From an optimization exercise on the open Yosys and OpenROAD flow, aimed at small area, a short achievable clock period and few clock cycles; shortcuts taken in it are not production practice.
Where RTL was checked, it was by simulation tests only, not by an equivalence proof against the original.
Power is estimated from default activity; no workload was simulated.

## branch amber
## milight_periph
module milight_periph (
    input  wire        clk,
    input  wire        rst,
    input  wire        in_valid,
    output wire        in_ready,
    input  wire [1:0]  in_kind,
    input  wire [15:0] in_word,
    output reg         out_valid,
    output reg  [7:0]  out_data,
    output wire [1:0]  attn
);
==> flow/config.mk <==
export PLATFORM = sky130hd
export DESIGN_NAME = milight_periph
export DESIGN_NICKNAME = milight_periph
export VERILOG_FILES = /design/flow/design.v
export SDC_FILE = /design/flow/constraint.sdc
export NUM_CORES = 4
export LEC_CHECK = 0
export CAP_MARGIN = 20
export CORE_MARGIN = 2
export CORE_UTILIZATION = 40
export SETUP_SLACK_MARGIN = 3.9
export SLEW_MARGIN = 20
==> flow/constraint.sdc <==
create_clock -name core_clock -period 6.0 [get_ports {clk}]
set_input_delay 1.2000 -clock core_clock [delete_from_list [all_inputs] [get_ports {clk}]]
set_output_delay 1.2000 -clock core_clock [all_outputs]
set_load 0.01 [all_outputs]
standard.sh (not shown) runs the stock make flow with config.mk's settings and CLKGATE_MAP_FILE= SYNTH_SCRIPT=/design/flow/synth_recipe.tcl, a recipe that flattens the netlist after the stock synthesis.
==> flow/flow/run.sh <==
#!/bin/bash
# The standard layout (standard.sh) with three changes:
# - synthesis maps no half/full adder cells (ADDER_MAP_FILE empty), so ABC
#   maps all logic; the registers are those of the standard synthesis;
# - the port buffers are buf_2 cells;
# - the clock tree is built from a clkbuf_16 root and clkbuf_4 cluster
#   buffers, without dummy loads.
export BUFFER_PORTS_ARGS="-buffer_cell sky130_fd_sc_hd__buf_2"
export CTS_ARGS="-sink_clustering_enable -repair_clock_nets -buf_list sky130_fd_sc_hd__clkbuf_4 -root_buf sky130_fd_sc_hd__clkbuf_16 -dont_use_dummy_load -sink_clustering_size 30"
bash standard.sh ADDER_MAP_FILE= finish > standard.log 2>&1
branch amber has completed all stages; timing, DRC and antenna checks passed.
The following lists how branch fjord was set up differently from branch amber:
# branch amber
export LEC_CHECK = 0
export CAP_MARGIN = 20
export CORE_MARGIN = 2
export CORE_UTILIZATION = 40
export SETUP_SLACK_MARGIN = 3.9
export SLEW_MARGIN = 20
create_clock -name core_clock -period 6.0 [get_ports {clk}]
# branch fjord
export LEC_CHECK = 0
export CAP_MARGIN = 20
export CORE_MARGIN = 2
export CORE_UTILIZATION = 40
export SETUP_SLACK_MARGIN = 3.95
export SLEW_MARGIN = 20
create_clock -name core_clock -period 6.0 [get_ports {clk}]
## What came out
Fraction of met3 tracks used by global routing is lower on branch amber. Delta (branch fjord minus branch amber): internal power contribution was more or less identical; first-pass GRT wire length saw a decrease; non-clock buffer count in the final layout now sits lower.
No run of this note included a check of the RTL's function; only the layout flow was run.

---

## job 8834
milight_periph, a different RTL version from the one above (not shown whole).
Size in the first run: ~520 cells after synthesis, roughly 120 flip-flops, ~33 I/O pins, roughly 5400 sq um of cells after synthesis.
// milight_periph
module milight_periph (
    input  wire        clk,
    input  wire        rst,
    input  wire        in_valid,
    output wire        in_ready,
    input  wire [1:0]  in_kind,
    input  wire [15:0] in_word,
    output reg         out_valid,
    output reg  [7:0]  out_data,
    output wire [1:0]  attn
);
Settings: LEC_CHECK=0, CAP_MARGIN=20, CORE_MARGIN=2, CORE_UTILIZATION=40, SETUP_SLACK_MARGIN=3.85, SLEW_MARGIN=20; clock period 6.0 ns.
Scripts as last shown in full above: flow/flow/run.sh
Both conditions hold for job 8834: the flow ran to the end and the final layout passed the timing, DRC and antenna checks.
Testbench counts of job 8834, summed over its fixed seeds: cycles 24,063.
Modified inputs, job 9540 compared to job 8834
- a change of SETUP_SLACK_MARGIN from 3.85 to 4.0
Results
From job 8834 to job 9540, depth of the worst hold-timing path did not move at all.
Job 9540 ended up with a higher total net switching power than job 8834 did.
Final clock period utilization by the worst path: job 9540 vs job 8834 down 1.1 points
Cmp job 9540 and job 8834 / internal portion of total power / higher: job 9540
Job 9540 vs. job 8834: number of cells in the finished layout apart from fillers rose by 2.0%; overall routed net length +5.2%.
Job 9540 packs its core tighter than job 8834.
Of job 9540 and job 8834, job 8834 shows the lower power consumption, with job 9540 above it.
Job 9540: multi-input logic area higher than job 8834
--- input diff job 9540..job 2947 ---
- SETUP_SLACK_MARGIN now 3.9, was 4.0
==> summary.txt <==
- Every stage of the flow completed for job 2947, and the final layout passed the timing, DRC and antenna checks.
- Job 9540 → job 2947: proportion of power drawn by the clock network roughly the same, global-route wire length before repair lower.
- Job 2947 vs. job 9540: sequential power level, total power moved down, final cell count without fillers moved down.
- Job 2947 — maximum frequency from static timing analysis 0.0069 GHz lower, job 9540 as reference
What job 5679 does differently from job 2947 at the input level:
- changing SETUP_SLACK_MARGIN from 3.9 to 3.95
## What came out
Layout-stage area growth over the synthesis result ended up 0.42 points higher on job 5679 than on job 2947. Global-route usage came out higher on job 5679 than on job 2947. From job 2947 to job 5679 the numbers moved as follows: wire length of the first global-routing pass increased by 470 um relative to the old numbers, final non-filler cell total shows no meaningful change, worst hold slack decreased 17 ps, HPWL reported at the end of detailed placement shows an increase of about 3.5%, routed length on met2 climbed 3.4%. Power in job 5679 is 0.60% above job 2947. Job 5679 against job 2947: area of all placed cells without fillers climbed 23 sq um; proportion of power drawn by combinational gates climbed 0.3 points.

---

milight_periph, a different RTL version from the one above (not shown whole).
For scale: ~520 cells after synthesis, about 120 flip-flops, roughly 5300 sq um of cells after synthesis.
==> flow/config.mk <==
export PLATFORM = sky130hd
export DESIGN_NAME = milight_periph
export DESIGN_NICKNAME = milight_periph
export VERILOG_FILES = /design/flow/design.v
export SDC_FILE = /design/flow/constraint.sdc
export NUM_CORES = 4
export LEC_CHECK = 0
export CAP_MARGIN = 20
export CORE_MARGIN = 2
export CORE_UTILIZATION = 40
export SETUP_SLACK_MARGIN = 3.9
export SLEW_MARGIN = 20
==> flow/constraint.sdc <==
create_clock -name core_clock -period 6.0 [get_ports {clk}]
set_input_delay 1.2000 -clock core_clock [delete_from_list [all_inputs] [get_ports {clk}]]
set_output_delay 1.2000 -clock core_clock [all_outputs]
set_load 0.01 [all_outputs]
Scripts as last shown in full above: flow/flow/run.sh
The first run went through all stages and came out clean.
Testbench counts at the start, summed over its fixed seeds: cycles 24,063.
Then changed:
==> flow/flow/run.sh (replaced) <==
#!/bin/bash
# The standard layout (standard.sh, with the standard flow's synthesis) with two changes:
# the port buffers are buf_2 cells, and the clock tree is built from a
# clkbuf_16 root and clkbuf_4 cluster buffers, without dummy loads.
export BUFFER_PORTS_ARGS="-buffer_cell sky130_fd_sc_hd__buf_2"
export CTS_ARGS="-sink_clustering_enable -repair_clock_nets -buf_list sky130_fd_sc_hd__clkbuf_4 -root_buf sky130_fd_sc_hd__clkbuf_16 -dont_use_dummy_load -sink_clustering_size 30"
bash standard.sh > standard.log 2>&1
What happened: The changed run finished with timing, DRC and antenna clean. Non-clock buffer count decreases by 1. Die area grows by 1.9%. Routed wire length grows by 8.0%. Cell area rises by 2.2%. Power stays flat. Area after synthesis goes up by 2.0%. Worst setup slack loses 0.0096 ns. Clock skew fell by 0.022 ns. Sequential cell count does not change.

---

milight_periph, a different RTL version from the one above (not shown whole).
For scale: about 530 cells after synthesis, about 120 flip-flops, ~33 I/O pins, ~5300 um^2 of cells after synthesis.
export LEC_CHECK = 0
export CAP_MARGIN = 20
export CORE_MARGIN = 2
export CORE_UTILIZATION = 40
export PLACE_DENSITY = 0.8
export SETUP_SLACK_MARGIN = 3.9
export SLEW_MARGIN = 20
create_clock -name core_clock -period 6.0 [get_ports {clk}]
==> flow/flow/run.sh <==
#!/bin/bash
# The standard layout (standard.sh, with the standard flow's synthesis) with two changes:
# the port buffers are buf_2 cells, and the clock tree is built from a
# clkbuf_16 root and clkbuf_4 cluster buffers, without dummy loads.
export BUFFER_PORTS_ARGS="-buffer_cell sky130_fd_sc_hd__buf_2"
export CTS_ARGS="-sink_clustering_enable -repair_clock_nets -buf_list sky130_fd_sc_hd__clkbuf_4 -root_buf sky130_fd_sc_hd__clkbuf_16 -dont_use_dummy_load -sink_clustering_size 30"
bash standard.sh > standard.log 2>&1
The first run completed without violations.
Edit:
- PLACE_DENSITY: 0.8 -> not set
Effect: The new run went through all stages and came out clean. Routed wire length shrinks by a few percent. Total power went down slightly. Count of clock-buffer cells in the layout does not change. First-iteration DRC count went down by a quarter to a third. Area after synthesis stays the same. Via count goes down by a few percent. Worst hold slack loses 0.013 ns. Non-clock buffer count stays the same.
Function was not checked in any run of this note: the RTL went through the layout flow alone.

## static timing again, ports no longer ideal
No port has a modelled driver above. Below, the same layouts with a new extraction and two added sets of constraints.
Step 1: set_driving_cell puts a clkbuf_16 on clk and a buf_2 on each other input, an assumption about the parent block.
Step 2 also shifts input and output timing later by t, the mid clock arrival at the registers, as if the neighbouring blocks saw the same clock.
Slacks: ideal / step 1 / step 2; pairs: ideal / step 1.
run	t (ns)	setup slack, ns	clock arrival spread, ns	worst slew at a driven data input, ns
branch amber	0.383	3.968 / 3.933 / 3.616	0.041 / 0.042	0.03
branch fjord	0.379	3.977 / 3.940 / 3.672	0.039 / 0.039	0.03
job 8834	0.388	3.934 / 3.902 / 3.623	0.045 / 0.045	0.03
job 9540	0.390	4.003 / 3.963 / 3.658	0.031 / 0.031	0.03
job 2947	0.383	3.975 / 3.934 / 3.629	0.057 / 0.057	0.03
job 5679	0.386	3.990 / 3.949 / 3.666	0.031 / 0.032	0.03
the first run of note 3	0.385	3.958 / 3.918 / 3.800	0.052 / 0.052	0.03
the second run of note 3	0.386	3.949 / 3.909 / 3.733	0.030 / 0.030	0.03
the first run of note 4	0.390	3.781 / 3.781 / 3.391	0.053 / 0.054	0.05
the second run of note 4	0.390	3.803 / 3.805 / 3.415	0.040 / 0.040	0.05
After both steps setup and hold are still met in every run listed. The setup slack of the first run of note 4, which loses most, moves by 0.000 ns with the drivers and by -0.390 ns with both steps.
